Context: an optimization exercise on an open-source flow, tuned for small area. The choices shown serve that exercise and are no tape-out recipe. Function was checked by simulation only, so behaviour that the tests miss may differ from the original. No activity file was given, so power comes from the tool's default toggle rates. The clock port is modelled as an ideal driver; clocking choices that lean on that would not hold on a real chip.

exp/quartz:
// hb_frame_decoder
module hb_frame_decoder #(
    parameter NUM_PIXELS = 32,
    parameter CAP        = 3 * NUM_PIXELS,
    parameter AW         = (CAP > 1) ? $clog2(CAP) : 1
) (
    input  wire          clk,
    input  wire          rst,
    input  wire          in_valid,
    input  wire [7:0]    in_data,
    output wire          in_ready,
    output reg           evt_valid,
    output reg  [2:0]    evt_code,
    output wire [15:0]   evt_len,
    input  wire [AW-1:0] pb_rd_addr,
    output wire [7:0]    pb_rd_data,
    output wire [2:0]    dbg_state
);
Size: about 1,600 flip-flops, ~50 I/O pins, about 48,000 um^2 of cells after synthesis.
==> flow/config.mk <==
export PLATFORM = sky130hd
export DESIGN_NAME = hb_frame_decoder
export DESIGN_NICKNAME = hb_frame_decoder
export VERILOG_FILES = /design/flow/design.v
export SDC_FILE = /design/flow/constraint.sdc
export NUM_CORES = 4
export LEC_CHECK = 0
export CAP_MARGIN = 20
export CORE_MARGIN = 2
export CORE_UTILIZATION = 60
export SLEW_MARGIN = 20
export SYNTH_HIERARCHICAL = 1
export SYNTH_MINIMUM_KEEP_SIZE = 0
==> flow/constraint.sdc <==
create_clock -name core_clock -period 15.0 [get_ports {clk}]
set_input_delay 3.0000 -clock core_clock [delete_from_list [all_inputs] [get_ports {clk}]]
set_output_delay 3.0000 -clock core_clock [all_outputs]
set_load 0.01 [all_outputs]
standard.sh (not shown) runs the stock make flow with config.mk's settings and CLKGATE_MAP_FILE= SYNTH_SCRIPT=/design/flow/synth_recipe.tcl, a recipe that flattens the netlist after the stock synthesis.
==> flow/flow/run.sh <==
#!/bin/bash
# Standard layout, with two changes: the clock tree uses larger sink
# clusters and no dummy loads, and ports are buffered with buf_1.
set -euo pipefail
export CTS_ARGS="-sink_clustering_enable -repair_clock_nets -sink_clustering_size 30 -sink_clustering_max_diameter 80 -buf_list sky130_fd_sc_hd__clkbuf_16 -dont_use_dummy_load"
export BUFFER_PORTS_ARGS="-buffer_cell sky130_fd_sc_hd__buf_1"
bash standard.sh > standard.log 2>&1
For exp/ember, these inputs were changed with respect to exp/quartz:
==> flow/flow/run.sh <==
#!/bin/bash
# Standard layout, with two changes: the clock tree uses larger sink
# clusters and no dummy loads, and ports are buffered with buf_1.
set -euo pipefail
export CTS_ARGS="-sink_clustering_enable -repair_clock_nets -sink_clustering_size 34 -sink_clustering_max_diameter 70 -buf_list sky130_fd_sc_hd__clkbuf_16 -dont_use_dummy_load"
export BUFFER_PORTS_ARGS="-buffer_cell sky130_fd_sc_hd__buf_1"
bash standard.sh > standard.log 2>&1
[summary]
- exp/ember: done, clean on timing, DRC and antenna
- On power per standard cell area, exp/ember and exp/quartz are neck and neck.
- Any difference in final cycle utilization of the critical path between exp/quartz and exp/ember is small enough to ignore.
- exp/ember and exp/quartz ended up with roughly the same source-to-sink clock delay at the later pin of the worst-skew pair.
- As far as number of sequential storage elements goes, exp/quartz and exp/ember are indistinguishable; the numbers are identical.
- The antenna diode count of exp/ember is higher than that of exp/quartz.
- Any difference in post-detailed-routing wire length between exp/ember and exp/quartz is small enough to ignore.
- Wire length on met3, exp/ember and exp/quartz: smaller value in exp/quartz
- As far as non-clock buffer count in the final layout goes, exp/quartz and exp/ember are indistinguishable; the numbers are identical.
- On final-layout non-clock buffer area share, exp/ember and exp/quartz are basically level.
- exp/ember -> exp/quartz: fmax flat
Edits applied to the flow inputs when going from exp/ember to exp/garnet:
==> flow/flow/run.sh <==
#!/bin/bash
# Standard layout, with two changes: the clock tree uses larger sink
# clusters and no dummy loads, and ports are buffered with buf_1.
set -euo pipefail
export CTS_ARGS="-sink_clustering_enable -repair_clock_nets -sink_clustering_size 28 -sink_clustering_max_diameter 80 -buf_list sky130_fd_sc_hd__clkbuf_16 -dont_use_dummy_load"
export BUFFER_PORTS_ARGS="-buffer_cell sky130_fd_sc_hd__buf_1"
bash standard.sh > standard.log 2>&1
==> comparison <==
Diff exp/garnet..exp/ember | relative contribution of combinational cells to total power | negligible
Between exp/ember and exp/garnet, the combinational power does not differ in any meaningful way.
| number of input and output port buffers inserted | exp/garnet vs exp/ember | ≈ equal |
On wire length after detailed routing, exp/garnet and exp/ember are basically level.

-- re-timing with driven ports --
No port has a modelled driver above. Below, the same layouts with a new extraction and two added sets of constraints.
Step 1 (the two cells are an assumption about what drives the block):
set clk [get_ports {clk}]
set_driving_cell -lib_cell sky130_fd_sc_hd__clkbuf_16 $clk
set_driving_cell -lib_cell sky130_fd_sc_hd__buf_2 [delete_from_list [all_inputs] $clk]
Step 2, shift: input delay + t, output delay - t, t = (earliest + latest rising clock arrival at the registers) / 2. This alone moves slack from input paths to output paths.
Slacks: ideal / step 1 / step 2; pairs: ideal / step 1.
| run | t, ns | setup slack, ns | worst register clock-pin slew, ns | worst slew at a driven data input, ns | cell pins on the clock port's net |
|---|---|---|---|---|---|
| exp/quartz | 0.740 | 5.061 / 5.038 / 5.038 | 0.11 / 0.11 | 0.10 | 1 |
| exp/ember | 0.743 | 5.065 / 5.043 / 5.043 | 0.12 / 0.12 | 0.10 | 1 |
| exp/garnet | 0.710 | 4.987 / 4.964 / 4.964 | 0.11 / 0.11 | 0.10 | 1 |
After both steps every run listed still meets setup and hold.
